Context: an optimization exercise on an open-source flow, tuned for small area, a short achievable clock period and few clock cycles. The choices shown serve that exercise and are no tape-out recipe. Function was checked by simulation only, so behaviour that the tests miss may differ from the original. No activity file was given, so power comes from the tool's default toggle rates.

===== config.mk =====
export PLATFORM = sky130hd
export DESIGN_NAME = cmpsc_expand
export DESIGN_NICKNAME = cmpsc_expand
export VERILOG_FILES = /design/flow/design.v
export SDC_FILE = /design/flow/constraint.sdc
export NUM_CORES = 4
export LEC_CHECK = 0
export ABC_CLOCK_PERIOD_IN_PS = 4000
export CAP_MARGIN = 20
export CORE_MARGIN = 2
export CORE_UTILIZATION = 55
export PLACE_DENSITY = 0.7
export SETUP_SLACK_MARGIN = 5
export SLEW_MARGIN = 20

===== constraint.sdc =====
create_clock -name core_clock -period 10.0 [get_ports {clk}]
set_input_delay 2.0000 -clock core_clock [delete_from_list [all_inputs] [get_ports {clk}]]
set_output_delay 2.0000 -clock core_clock [all_outputs]
set_load 0.01 [all_outputs]

===== design.v =====
module cmpsc_expand (
    input  wire        clk,
    input  wire        rst,
    input  wire        start,
    input  wire [3:0]  cdss,
    input  wire [18:0] origin_pg,      
    input  wire [2:0]  cbn_in,
    input  wire [30:0] src_addr_in,
    input  wire [31:0] src_len_in,
    input  wire [30:0] dst_addr_in,
    input  wire [31:0] dst_len_in,
    input  wire [31:0] budget,
    output reg         busy,
    output reg         done,
    output reg  [2:0]  status,
    output reg  [2:0]  cbn_out,
    output reg  [30:0] src_addr_out,
    output reg  [31:0] src_len_out,
    output reg  [30:0] dst_addr_out,
    output reg  [31:0] dst_len_out,
    output reg         mem_req,
    output reg         mem_we,
    output reg  [27:0] mem_addr,
    output wire [63:0] mem_wdata,
    output wire [7:0]  mem_wstrb,
    input  wire        mem_gnt,
    input  wire        mem_rvalid,
    input  wire [63:0] mem_rdata
);
    localparam [2:0] ST_CC0 = 3'd0, ST_CC1 = 3'd1, ST_CC3 = 3'd3,
                     ST_DATA = 3'd4, ST_PARAM = 3'd5;
    localparam [2:0] S_IDLE  = 3'd0,
                     S_BOUND = 3'd1,    
                     S_SRC   = 3'd2,    
                     S_P1    = 3'd3,    
                     S_P1C   = 3'd4,    
                     S_P2    = 3'd5,    
                     S_P2C   = 3'd6,    
                     S_DRAIN = 3'd7;    
    reg [2:0]  state;
    reg [2:0]  c;             
    reg [18:0] origin;
    reg [14:0] ohi1;          
    reg [32:0] rem;           
    reg        committed;
    reg [63:0] sbuf;          
    reg [15:0] stail;         
    reg        sv;            
    reg        ahead;         
    reg [6:0]  hops;          
    reg [8:0]  sym_len;       
    reg        l_big;         
    reg [8:0]  lend;          
    reg [3:0]  pend;          
    reg [63:0] ent;
    reg        nxt;           
    reg [27:0] raddr;
    reg        rv;            
    reg        rw;            
    reg        rv_pf;         
    reg        pfw;           
    reg        pf_first;      
    reg [12:0] tidx;          
    reg        rv_n, wv_n, wnz_n, w2v_n;
    reg [2:0]  state_n;
    reg [27:0] raddr_n, waddr_n;
    reg [27:0] waddr;
    reg [63:0] wdat;
    reg [7:0]  wstrb;
    reg [7:0]  ws2;           
    reg        wv;            
    reg        wnz;           
    reg        w2v;           
    assign mem_wdata = wdat;
    assign mem_wstrb = wstrb;
    wire w_pres   = wv & wnz & ~rv;
    wire w_step   = wv & (~wnz | (~rv & mem_gnt));    
    wire free_nx  = ~wv | (~w2v & (~wnz | (~rv & mem_gnt)));
    wire rd_free  = ~rv | mem_gnt;                      
    wire pf_resp  = mem_rvalid & pfw & (pf_first | ~rw);
    wire n_resp   = mem_rvalid & ~pf_resp;
    reg  [3:0]  wm;           
    wire [12:0] wmask    = {wm, 9'h1ff};
    wire [4:0]  cbn_w    = {2'b00, cbn_out} + {2'b01, c};
    wire [1:0]  need     = (cbn_w[2:0] != 3'd0) ? (cbn_w[4:3] + 2'd1) : cbn_w[4:3];
    wire [1:0]  adv      = cbn_w[4:3];
    wire [2:0]  lane     = src_addr_out[2:0];
    wire [3:0]  span     = {1'b0, lane} + {2'b00, need};
    wire [4:0]  cbn_w2   = {2'b00, cbn_w[2:0]} + {2'b01, c};
    wire [1:0]  need2    = (cbn_w2[2:0] != 3'd0) ? (cbn_w2[4:3] + 2'd1) : cbn_w2[4:3];
    wire [79:0] sb_shl   = {sbuf, 16'b0} << {lane, 3'b000};
    wire [23:0] win      = ahead ? (lane[0] ? {stail[7:0], sbuf[63:48]} : {stail, sbuf[63:56]})
                                 : sb_shl[79:56];
    wire [23:0] win_sh   = win >> rsh;
    wire [12:0] idx_val  = win_sh[12:0] & wmask;
    reg  [4:0]  rsh;          
    reg  [4:0]  x_rsh;        
    reg         xv;
    reg         dv;           
    reg  [12:0] x_idx;
    reg         x_lit;
    reg  [1:0]  x_adv;
    reg  [2:0]  x_cbn;        
    reg         x_cross;      
    reg         x_nextdw;     
    reg         x_ncross;     
    reg         x_short;      
    reg         x_bud;        
    reg         x_dz;         
    reg         x_dhz;        
    always @(posedge clk) begin
        x_idx    <= idx_val;
        x_lit    <= (idx_val[12:8] == 5'd0);
        x_adv    <= adv;
        x_cbn    <= cbn_w[2:0];
        x_rsh    <= 5'd16 - {2'b0, cbn_w[2:0]} - {2'b0, c};
        x_cross  <= span > 4'd8;
        x_nextdw <= ({1'b0, lane} + {2'b0, adv}) >= 4'd8;
        x_ncross <= ({1'b0, lane} + {2'b0, adv} + {2'b0, need2}) > 4'd8;
        x_short  <= (src_len_out[31:2] == 30'd0) && (src_len_out[1:0] < need);
        x_bud    <= committed && (rem[32] || (rem == 33'd0));
        x_dz     <= (dst_len_out == 32'd0);
        x_dhz    <= (dst_len_out[31:9] == 23'd0);
    end
    wire [27:0] src_dw   = src_addr_out[30:3];
    wire        go_next  = xv && !pfw && !rv_pf && !x_short && !x_bud && sv && !(x_cross && !ahead) && !x_lit;
    wire        src_next = xv && !pfw && !rv_pf && !x_short && !x_bud && (!sv || (x_cross && !ahead));
    wire        pf_want  = xv && !pfw && !rv_pf && sv && !ahead && (x_nextdw || x_ncross);
    function [27:0] ent_dw;
        input [12:0] p;
        reg   [4:0]  s;
        begin
            s      = {1'b0, origin[3:0]} + {1'b0, p[12:9]};
            ent_dw = {s[4] ? ohi1 : origin[14+4:4], s[3:0], p[8:0]};
        end
    endfunction
    wire [27:0] tgt_dw   = ent_dw(tidx);                
    wire [27:0] idx_dw   = ent_dw(x_idx);               
    wire [27:0] pp_dw    = ent_dw(mem_rdata[60:48]);    
    wire [2:0]  e_psl    = ent[63:61];
    wire [1:0]  e_rsv    = ent[60:59];
    wire [2:0]  e_csl    = ent[58:56];
    wire [12:0] e_pptr   = ent[60:48];
    wire [7:0]  e_ofst   = ent[47:40];
    wire        e_root   = (e_psl == 3'd0);
    wire        e_bad    = e_root ? ((e_rsv != 2'b00) || (e_csl == 3'd0))
                                  : ((e_psl > 3'd5) || ((e_pptr & ~wmask) != 13'd0));
    wire [8:0]  e_len0   = e_root ? {6'b0, e_csl} : ({1'b0, e_ofst} + {6'b0, e_psl});
    wire [2:0]  dl       = dst_addr_out[2:0];
    wire [27:0] dq       = dst_addr_out[30:3];
    wire [8:0]  r_len    = (hops == 7'd0) ? {6'b0, e_csl} : sym_len;
    wire [2:0]  r_cnt    = (hops != 7'd0 && sym_len < {6'b0, e_csl}) ? sym_len[2:0] : e_csl;
    wire [3:0]  r_endl   = {1'b0, dl} + {1'b0, r_cnt};
    reg  [7:0]  r_s1, r_s2;
    reg  [8:0]  p_k0;         
    wire [8:0]  p_e      = p_k0 + {6'b0, e_psl};
    wire [5:0]  p_d      = p_k0[8:3];
    wire [5:0]  p_d1     = p_d + 6'd1;
    wire [5:0]  p_de     = p_e[8:3];
    wire        p_two    = (p_de != p_d);
    wire [5:0]  le_d     = lend[8:3];
    reg  [7:0]  p_s1, p_s2;
    function [7:0] clipm;      
        input [5:0] x;
        integer k;
        begin
            for (k = 0; k < 8; k = k + 1)
                clipm[7-k] = (x < le_d) || ((x == le_d) && (k < lend[2:0]));
        end
    endfunction
    function [7:0] protm;      
        input [5:0] x;
        integer k;
        begin
            for (k = 0; k < 8; k = k + 1)
                protm[7-k] = (x > {5'b0, pend[3]}) || ((x == {5'b0, pend[3]}) && (k >= pend[2:0]));
        end
    endfunction
    integer j;
    always @(*) begin
        for (j = 0; j < 8; j = j + 1) begin
            r_s1[7-j] = (j >= dl) && (j < r_endl);
            r_s2[7-j] = (j + 8 < r_endl);
            p_s1[7-j] = (j >= p_k0[2:0]) && (p_two || (j < p_e[2:0]));
            p_s2[7-j] = p_two && (j < p_e[2:0]);
        end
        p_s1 = p_s1 & clipm(p_d) & protm(p_d);
        p_s2 = p_s2 & clipm(p_d1) & protm(p_d1);
    end
    wire [2:0]  r_rot    = dl - 3'd1;
    wire [2:0]  p_rot    = p_k0[2:0] - 3'd3;
    wire [2:0]  e_rot    = (state == S_P1C) ? r_rot : p_rot;
    wire [63:0] e_dat    = {ent, ent} >> {e_rot, 3'b000};
    task commit_src;
        begin
            src_addr_out <= src_addr_out + {29'b0, x_adv};
            src_len_out  <= src_len_out - {30'b0, x_adv};
            cbn_out      <= x_cbn;
            rsh          <= x_rsh;
            rem          <= rem - {31'b0, x_adv};
            committed    <= 1'b1;
            xv           <= 1'b0;
            if (x_nextdw) begin
                if (ahead || pf_resp) ahead <= 1'b0;
                else                  sv    <= 1'b0;
            end
        end
    endtask
    task commit_dst;
        input [8:0] l;
        begin
            dst_addr_out <= dst_addr_out + {22'b0, l};
            dst_len_out  <= dst_len_out - {23'b0, l};
            dv           <= 1'b0;
        end
    endtask
    task wload;
        input [27:0] a;
        input [63:0] d;
        input [7:0]  s1;
        input [7:0]  s2;
        begin
            waddr_n = a;
            wdat   <= d;
            wstrb  <= s1;
            ws2    <= s2;
            wv_n    = (s1 != 8'd0) || (s2 != 8'd0);
            wnz_n   = (s1 != 8'd0);
            w2v_n   = (s2 != 8'd0);
        end
    endtask
    task wload1;
        input [27:0] a;
        input [63:0] d;
        input [7:0]  s1;
        input [7:0]  s2;
        input        two;
        begin
            waddr_n = a;
            wdat   <= d;
            wstrb  <= s1;
            ws2    <= s2;
            wv_n    = 1'b1;
            wnz_n   = 1'b1;
            w2v_n   = two;
        end
    endtask
    task finish;
        input [2:0] st;
        begin
            status <= st;
            done   <= 1'b1;
            state_n  = S_IDLE;
        end
    endtask
    always @(posedge clk) begin
        state_n = state;
        rv_n    = rv;
        wv_n    = wv;
        wnz_n   = wnz;
        w2v_n   = w2v;
        raddr_n = raddr;
        waddr_n = waddr;
        ohi1 <= origin[18:4] + 15'd1;
        xv   <= 1'b1;
        dv   <= 1'b1;
        begin
            done <= 1'b0;
            if (n_resp)  rw  <= 1'b0;
            if (pf_resp) pfw <= 1'b0;
            if (rv && mem_gnt) begin
                rv_n = 1'b0;
                rv_pf <= 1'b0;
                if (rv_pf) begin
                    pfw      <= 1'b1;
                    pf_first <= ~(rw & ~n_resp);
                end else begin
                    rw       <= 1'b1;
                    pf_first <= pfw & ~pf_resp;
                end
            end
            if (pf_resp) begin
                if (sv) begin
                    stail <= sbuf[15:0];
                    ahead <= 1'b1;
                end
                sbuf <= mem_rdata;
                sv   <= 1'b1;
                xv   <= 1'b0;
            end
            if (w_step) begin
                if (w2v) begin
                    waddr_n = waddr + 28'd1;
                    wstrb  <= ws2;
                    wnz_n   = 1'b1;
                    w2v_n   = 1'b0;
                end else begin
                    wv_n = 1'b0;
                end
            end
            case (state)
            S_IDLE: begin
                xv <= 1'b0;
                dv <= 1'b0;
                if (start) begin
                    c            <= cdss[2:0];
                    wm           <= {cdss[2:0] >= 3'd5, cdss[2:0] >= 3'd4,
                                     cdss[2:0] >= 3'd3, cdss[2:0] >= 3'd2};
                    origin       <= origin_pg;
                    rem          <= {1'b0, budget};
                    committed    <= 1'b0;
                    sv           <= 1'b0;
                    ahead        <= 1'b0;
                    cbn_out      <= cbn_in;
                    rsh          <= 5'd16 - {2'b0, cbn_in} - {2'b0, cdss[2:0]};
                    src_addr_out <= src_addr_in;
                    src_len_out  <= src_len_in;
                    dst_addr_out <= dst_addr_in;
                    dst_len_out  <= dst_len_in;
                    if (cdss == 4'd0 || cdss > 4'd5) begin
                        status <= ST_PARAM;
                        done   <= 1'b1;
                    end else begin
                        state_n = S_BOUND;
                    end
                end
            end
            S_BOUND: begin
                if (!xv || pfw || rv_pf) begin
                end else if (x_short) begin
                    if (free_nx) finish(ST_CC0);
                end else if (x_bud) begin
                    if (free_nx) finish(ST_CC3);
                end else if (!sv || (x_cross && !ahead)) begin
                    if (free_nx) begin
                        raddr_n = sv ? src_dw + 28'd1 : src_dw;
                        rv_n    = 1'b1;
                        state_n = S_SRC;
                    end
                end else if (x_lit) begin
                    if (!dv) begin
                    end else if (x_dz) begin
                        if (free_nx) finish(ST_CC1);
                    end else if (!wv) begin
                        wload1(dq, {8{x_idx[7:0]}}, 8'h80 >> dl, 8'h00, 1'b0);
                        commit_src;
                        commit_dst(9'd1);
                    end
                end else begin
                    if (free_nx) begin
                        hops  <= 7'd0;
                        tidx  <= x_idx;
                        raddr_n = idx_dw;
                        rv_n    = 1'b1;
                        state_n = S_P1;
                    end
                end
            end
            S_SRC: begin
                if (n_resp) begin
                    if (sv) begin
                        stail <= sbuf[15:0];
                        ahead <= 1'b1;
                    end
                    sbuf  <= mem_rdata;
                    sv    <= 1'b1;
                    xv    <= 1'b0;
                    state_n = S_BOUND;
                end
            end
            S_P1: begin
                if (n_resp) begin
                    ent   <= mem_rdata;
                    nxt   <= 1'b0;
                    if ((mem_rdata[63:61] != 3'd0 || hops != 7'd0) && free_nx && rd_free) begin
                        raddr_n = (mem_rdata[63:61] == 3'd0) ? tgt_dw : pp_dw;
                        rv_n  = 1'b1;
                        nxt <= 1'b1;
                    end
                    state_n = S_P1C;
                end
            end
            S_P1C: begin
                if (hops == 7'd0) begin
                    sym_len <= e_len0;
                    l_big   <= x_dhz && (dst_len_out[8:0] < e_len0);
                end
                if (e_bad || (!e_root && hops == 7'd127)) begin
                    status <= ST_DATA;
                    state_n  = S_DRAIN;
                end else if (!e_root) begin
                    if (nxt || (free_nx && rd_free)) begin
                        if (!nxt) begin
                            raddr_n = ent_dw(e_pptr);
                            rv_n = 1'b1;
                        end else if (pf_want && rv && mem_gnt) begin
                            raddr_n = sv ? src_dw + 28'd1 : src_dw;
                            rv_n    = 1'b1;
                            rv_pf  <= 1'b1;
                        end
                        hops  <= hops + 7'd1;
                        state_n = S_P1;
                    end
                end else if (!wv && (nxt || rd_free)) begin
                    if (hops == 7'd0 ? (x_dhz && dst_len_out[8:0] < {6'b0, e_csl}) : l_big) begin
                        status <= ST_CC1;
                        state_n  = S_DRAIN;
                    end else begin
                        wload1(dq, e_dat, r_s1, r_s2, r_endl[3] && r_endl != 4'd8);
                        lend <= {6'b0, dl} + sym_len;
                        pend <= {1'b0, dl} + {1'b0, e_csl};
                        commit_src;
                        if (hops == 7'd0) begin
                            commit_dst({6'b0, e_csl});
                            state_n = S_BOUND;
                        end else begin
                            if (!nxt) begin
                                raddr_n = tgt_dw;
                                rv_n    = 1'b1;
                            end
                            state_n = S_P2;
                        end
                    end
                end
            end
            S_P2: begin
                if (n_resp) begin
                    ent   <= mem_rdata;
                    p_k0  <= {6'b0, dl} + {1'b0, mem_rdata[47:40]};
                    raddr_n = (hops == 7'd1) ? idx_dw : pp_dw;
                    hops  <= hops - 7'd1;
                    nxt   <= 1'b0;
                    if (free_nx && (hops != 7'd1 || go_next)) begin
                        rv_n  = 1'b1;
                        nxt <= 1'b1;
                        if (hops == 7'd1) tidx <= x_idx;
                    end
                    state_n = S_P2C;
                end
            end
            S_P2C: begin
                if (!wv) begin
                    wload(dq + {22'b0, p_d}, e_dat, p_s1, p_s2);
                    if (hops == 7'd0) begin
                        commit_dst(sym_len);
                        if (nxt) begin
                            state_n = S_P1;
                        end else if (go_next) begin
                            tidx   <= x_idx;
                            raddr_n = idx_dw;
                            rv_n    = 1'b1;
                            state_n = S_P1;
                        end else if (src_next) begin
                            raddr_n = sv ? src_dw + 28'd1 : src_dw;
                            rv_n    = 1'b1;
                            state_n = S_SRC;
                        end else begin
                            state_n = S_BOUND;
                        end
                    end else begin
                        if (!nxt) rv_n = 1'b1;
                        state_n = S_P2;
                    end
                end else if (!nxt && hops != 7'd0 && free_nx) begin
                    rv_n  = 1'b1;
                    nxt <= 1'b1;
                end
            end
            S_DRAIN: begin
                if (!rv && !rw && !pfw && free_nx) begin
                    done  <= 1'b1;
                    state_n = S_IDLE;
                end
            end
            default: state_n = S_IDLE;
            endcase
        end
        if (rst) begin
            state_n = S_IDLE;
            done  <= 1'b0;
            rw    <= 1'b0;
            pfw   <= 1'b0;
            rv_pf <= 1'b0;
            rv_n   = 1'b0;
            wv_n   = 1'b0;
        end
        state <= state_n;
        busy  <= (state_n != S_IDLE);
        rv    <= rv_n;
        wv    <= wv_n;
        wnz   <= wnz_n;
        w2v   <= w2v_n;
        raddr <= raddr_n;
        waddr <= waddr_n;
        mem_req  <= rv_n | (wv_n & wnz_n);
        mem_we   <= ~rv_n;
        mem_addr <= rv_n ? raddr_n : waddr_n;
    end
endmodule

===== flow/run.sh =====
#!/bin/bash
# The standard ORFS flow (standard synthesis included), with these changes:
# - the resizer may swap cells of a different footprint (so the port
#   buffers can be resized),
# - every input and output port still gets a buffer, a plain buf_1,
# - the clock tree is built from smaller buffers (clkbuf_4, clkbuf_8 at the
#   root), without dummy loads.
# make's output goes to layout.log; ORFS keeps each step's log under orfs/logs.
set -o pipefail
bash standard.sh \
    MATCH_CELL_FOOTPRINT=0 \
    SETUP_SLACK_MARGIN=6.5 \
    "BUFFER_PORTS_ARGS=-buffer_cell sky130_fd_sc_hd__buf_1" \
    "CTS_ARGS=-sink_clustering_enable -repair_clock_nets -buf_list sky130_fd_sc_hd__clkbuf_4 -root_buf sky130_fd_sc_hd__clkbuf_8 -dont_use_dummy_load" \
    finish > layout.log 2>&1

===== standard.sh =====
#!/bin/bash
# synth_recipe.tcl (not shown) runs the flow's synth.tcl, then flattens the netlist and writes it again
# the make line also repeats each setting of config.mk as NAME=value (left out here)
make -C /OpenROAD-flow-scripts/flow DESIGN_CONFIG=/design/flow/config.mk WORK_HOME=/design/flow/orfs CLKGATE_MAP_FILE= SYNTH_SCRIPT=/design/flow/synth_recipe.tcl "${@:-finish}"

==> results.py <==
metrics = {
    "run_status": {
        "status": "finished clean",
    },
    "yosys": {
        "async_flop_share_pct": 0,
        "synth_edf_count": 386,
        "synth-seq-cells": 622,
        "netlist_area_mm2": 0.04011,
        "synth_area_leaders": "edfxtp_1 29%, dfxtp_1 12%, mux2i_1 6.7%",
        "synth_top_area_share_pct": 28.90,
        "synth_nets": 4648,
        "synthFlopType": "edfxtp_1",
        "synth_area_leader_cell": "edfxtp_1",
        "synth.distinct_cells": 103,
        "yosysSeqAreaShare_pct": 40.68,
        "ys_warn_count": 1,
        "netlist_instances": 4241,
        "avgSynthCellArea_um2": 9.457,
    },
    "setup_path": {
        "r2r_slack_ns": 6.40,
        "path_cells": "buf_8 > ha_4 > fa_2 > a21o_1 > a21oi_4 > buf_6 > mux2i_4 > a32o_2 > a222oi_1 > nand3_1 > a211o_1 > mux2_4",
        "r2r-start": "origin[0]$_DFFE_PP_",
        "cp_max_fo": 5,
        "path_class": "in2reg",
        "critPathSlowestCell": "a222oi_1",
        "r2r-end": "mem_addr[13]$_DFF_P_",
        "reg2regPathDepth": 12,
        "cp.arrival_ns": 4.62,
        "worst_setup_path_end_kind": "register",
        "critPathLaunchType": "input pin",
        "cpPeakStageDelay_ns": 0.36,
        "cp.required_ns": 10.65,
    },
    "clock_network": {
        "ctsHoldBuffers": 0,
        "cts_buffer_depth": 3,
        "cts_made_buffers": 166,
        "cts_tree": "done",
        "clock-sinks": 622,
        "path_clk_slew_ns": 0.06,
        "clk_latency_ns": 0.83,
        "h-tree-depth": 4,
        "clock-root-buffer": "clkbuf_8",
    },
    "timing": {
        "final_hold_viol_count": 0,
        "relSlewSlack_pct": 36.17,
        "clock.fmax_mhz": 251.8,
        "tns_ns": 0,
        "finalCritPeriodShare_pct": 39.71,
        "slew_viol_final": 0,
        "period_minus_slack_ns": 3.971,
        "worst_pin_slew_ns": 0.9564,
        "clock_skew_ns": 0.1092,
        "setup_viol": 0,
        "rsz0062_at_grt": "true",
    },
    "layout": {
        "layout_commonest_cell": "nand2_1",
        "final_cells": 5962,
        "stdcell_area_mm2": 0.04826,
        "final_cell_mix": "535 x nand2_1, 461 x buf_1, 386 x edfxtp_1",
        "final_layout_size_suffix_gt1_share_pct": 20.12,
        "final_net_count": 5400,
        "area_growth_pct": 20.32,
    },
    "pwr": {
        "power_frac_comb_pct": 29.8,
        "swShare_pct": 35.22,
        "p_total_mw": 7.312,
        "cellLeakagePower_nw": 18.50,
        "vdd_drop_max_uv": 102.1,
        "cell_internal_pwr_mw": 4.737,
        "p_per_area_mw_per_mm2": 151.5,
        "power_frac_clock_pct": 23.5,
        "p_switching_mw": 2.575,
        "pwr-share-seq_pct": 46.7,
    },
    "min_path": {
        "min_path_type": "reg2reg",
        "hold_depth": 0,
        "hold_end": "tidx[9]$_DFFE_PP_",
        "hold_start": "x_idx[9]$_DFF_P_",
    },
    "grt": {
        "grt_max_degree": 91,
        "grt_usage_pct": 37.81,
        "grt_pass1_wl_mm": 216.2,
        "grt_overflow": 0,
        "first_global_vias": 35554,
        "antenna_found_initial": 9,
    },
    "routing": {
        "vias": 38641,
        "wl_per_cell_um": 25.06,
        "viasPerCell": 6.481,
        "drt-total-wl_mm": 149.4,
        "ant_nets": 0,
        "drc": 0,
        "drt_pre_antenna_iters": 7,
        "drtIter0Drc": 5141,
    },
    "placement": {
        "hpwl_mm": 103.3,
        "placedCellCount": 5494,
        "place.gp.congestion": 0.9900,
        "numPortBuffers": 488,
        "place_area_mm2": 0.04299,
    },
    "floorplanning": {
        "pin_count": 489,
        "die_x_um": 274.0,
        "start_util_pct": 55.25,
        "die_area_mm2": 0.07510,
        "placement_rows": 99,
        "die_h_um": 274.0,
        "core-area_mm2": 0.07259,
    },
    "flow_run": {
        "cap_viol_max_count": 0,
    },
}
==> through the flow <==
stage                     worst slack [ns]  util, %  hold slack [ns]
after CTS                            6.058    64.21           0.4366
after detailed placement             4.335    59.23           0.4233
final                                6.029    66.48           0.4392
after global placement               4.514    59.23           0.4200
after floorplan                      5.519        -           0.4123
after global routing                 6.025    66.46           0.4516
==> metal layers <==
metal  vias to the layer above  global-route usage [%]  wire [µm]
met5                         -                       0         24
met4                         4                   16.55       7308
met3                       520                   9.274      17700
met2                      2690                   58.51      66600
met1                     18119                   50.38      57790
li1                      17308                       -          -
==> state kept, by name (all words and copies together) (netlist names), 19 cells and up <==
signal,cells
ent,64
sbuf,64
wdat,64
rem,33
dst_len_out,32
src_len_out,32
dst_addr_out,31
src_addr_out,31
mem_addr,28
raddr,28
waddr,28
origin,19
==> what timing repair did <==
action | CTS | global route
gates cloned | 11 | 8
endpoints found under the setup margin | 692 | 364
pin swaps | 40 | 87
gates resized for setup | 209 | 201
buffers inserted | 188 | 83
hold endpoints to repair | 0 | 0
==> synth_stat cells (94+ instances only) <==
| cell | count |
|---|---|
| nor3_1 | 101 |
| xnor2_1 | 146 |
| ha_1 | 130 |
| nand2_1 | 549 |
| a31oi_1 | 100 |
| xor2_1 | 94 |
| clkbuf_1 | 174 |
| dfxtp_1 | 236 |
| nand3_1 | 95 |
| mux2i_1 | 269 |
| o21ai_0 | 311 |
| nor2_1 | 278 |
| a21oi_1 | 229 |
| edfxtp_1 | 386 |
| inv_1 | 131 |
| mux2_2 | 132 |
==> worst max-delay path by stage <==
stage                     start                   endpoint  slack (ns)  cells after the start
2_1_floorplan     mem_rdata[57]       mem_addr[27]$_DFF_P_        5.52                     10
3_3_place_gp   state[2]$_DFF_P_  dst_len_out[25]$_DFFE_PP_        4.51                     14
3_5_place_dp   state[2]$_DFF_P_  dst_len_out[27]$_DFFE_PP_        4.34                     14
4_1_cts           mem_rdata[57]       mem_addr[27]$_DFF_P_        6.06                     11
5_1_grt           mem_rdata[57]       mem_addr[25]$_DFF_P_        6.03                     12
6_report          mem_rdata[57]       mem_addr[25]$_DFF_P_        6.03                     12
==> worst max-delay path: cells and delay by family <==
kind / cells / cell delay (ns)
and+or+nand+nor: 1 / 0.12
buffers and inverters: 2 / 0.25
AOI/OAI and AO/OA: 5 / 1.43
adders and majority gates: 2 / 0.48
muxes: 2 / 0.34
==> power by group through the flow <==
stage          Combinational (mW)  Clock [mW]  Sequential, mW
2_1_floorplan                1.20           0            3.38
3_3_place_gp                 1.71           0            3.52
3_5_place_dp                 1.74           0            3.52
4_1_cts                      2.00        1.75            3.39
5_1_grt                      2.33        1.87            3.43
6_report                     2.18        1.72            3.41
==> layout make-up <==
class | count | area [µm²]
timing repair buffer | 830 | 5075
tap | 959 | 1200
fill | 6022 | 24330
inverter | 136 | 550.5
timing repair inverter | 1 | 8.758
clock buffer | 166 | 1252
antenna | 12 | 30.03
sequential | 622 | 16320
multi-input combinational | 3236 | 23820
==> cells by family after synthesis <==
kind of cell    synth area share [%]
simple gates                   15.61
compound gates                 17.05
flops                          40.68
mux                            12.27
buf+inv                        3.896
xor+xnor                       5.241
fa+ha+maj                      5.253
Testbench counts, summed over its fixed seeds: cycles 30,357.

[separate check: timing with driven ports]
Ports are ideal in the flow. The routed layout listed here was re-timed in OpenROAD.
Step 1 sets driving cells, clkbuf_16 on the clock port and buf_2 on the other inputs (assumed; they add their load-dependent delay and slew).
Step 2, shift: input delay + t, output delay - t, t = (earliest + latest rising clock arrival at the registers) / 2. This alone moves slack from input paths to output paths.
Slacks: ideal / step 1 / step 2; pairs: ideal / step 1.
shift t [ns]: 0.844
setup WS [ns]: 6.029 / 6.031 / 5.188
hold slack, ns: 0.439 / 0.439 / 0.439
clock arrival spread, ns: 0.113 / 0.113
pins driven straight from the clock port: 1
After both steps setup and hold are still met in this run. The setup slack of this run moves by +0.002 ns with the drivers and by -0.841 ns with both steps.
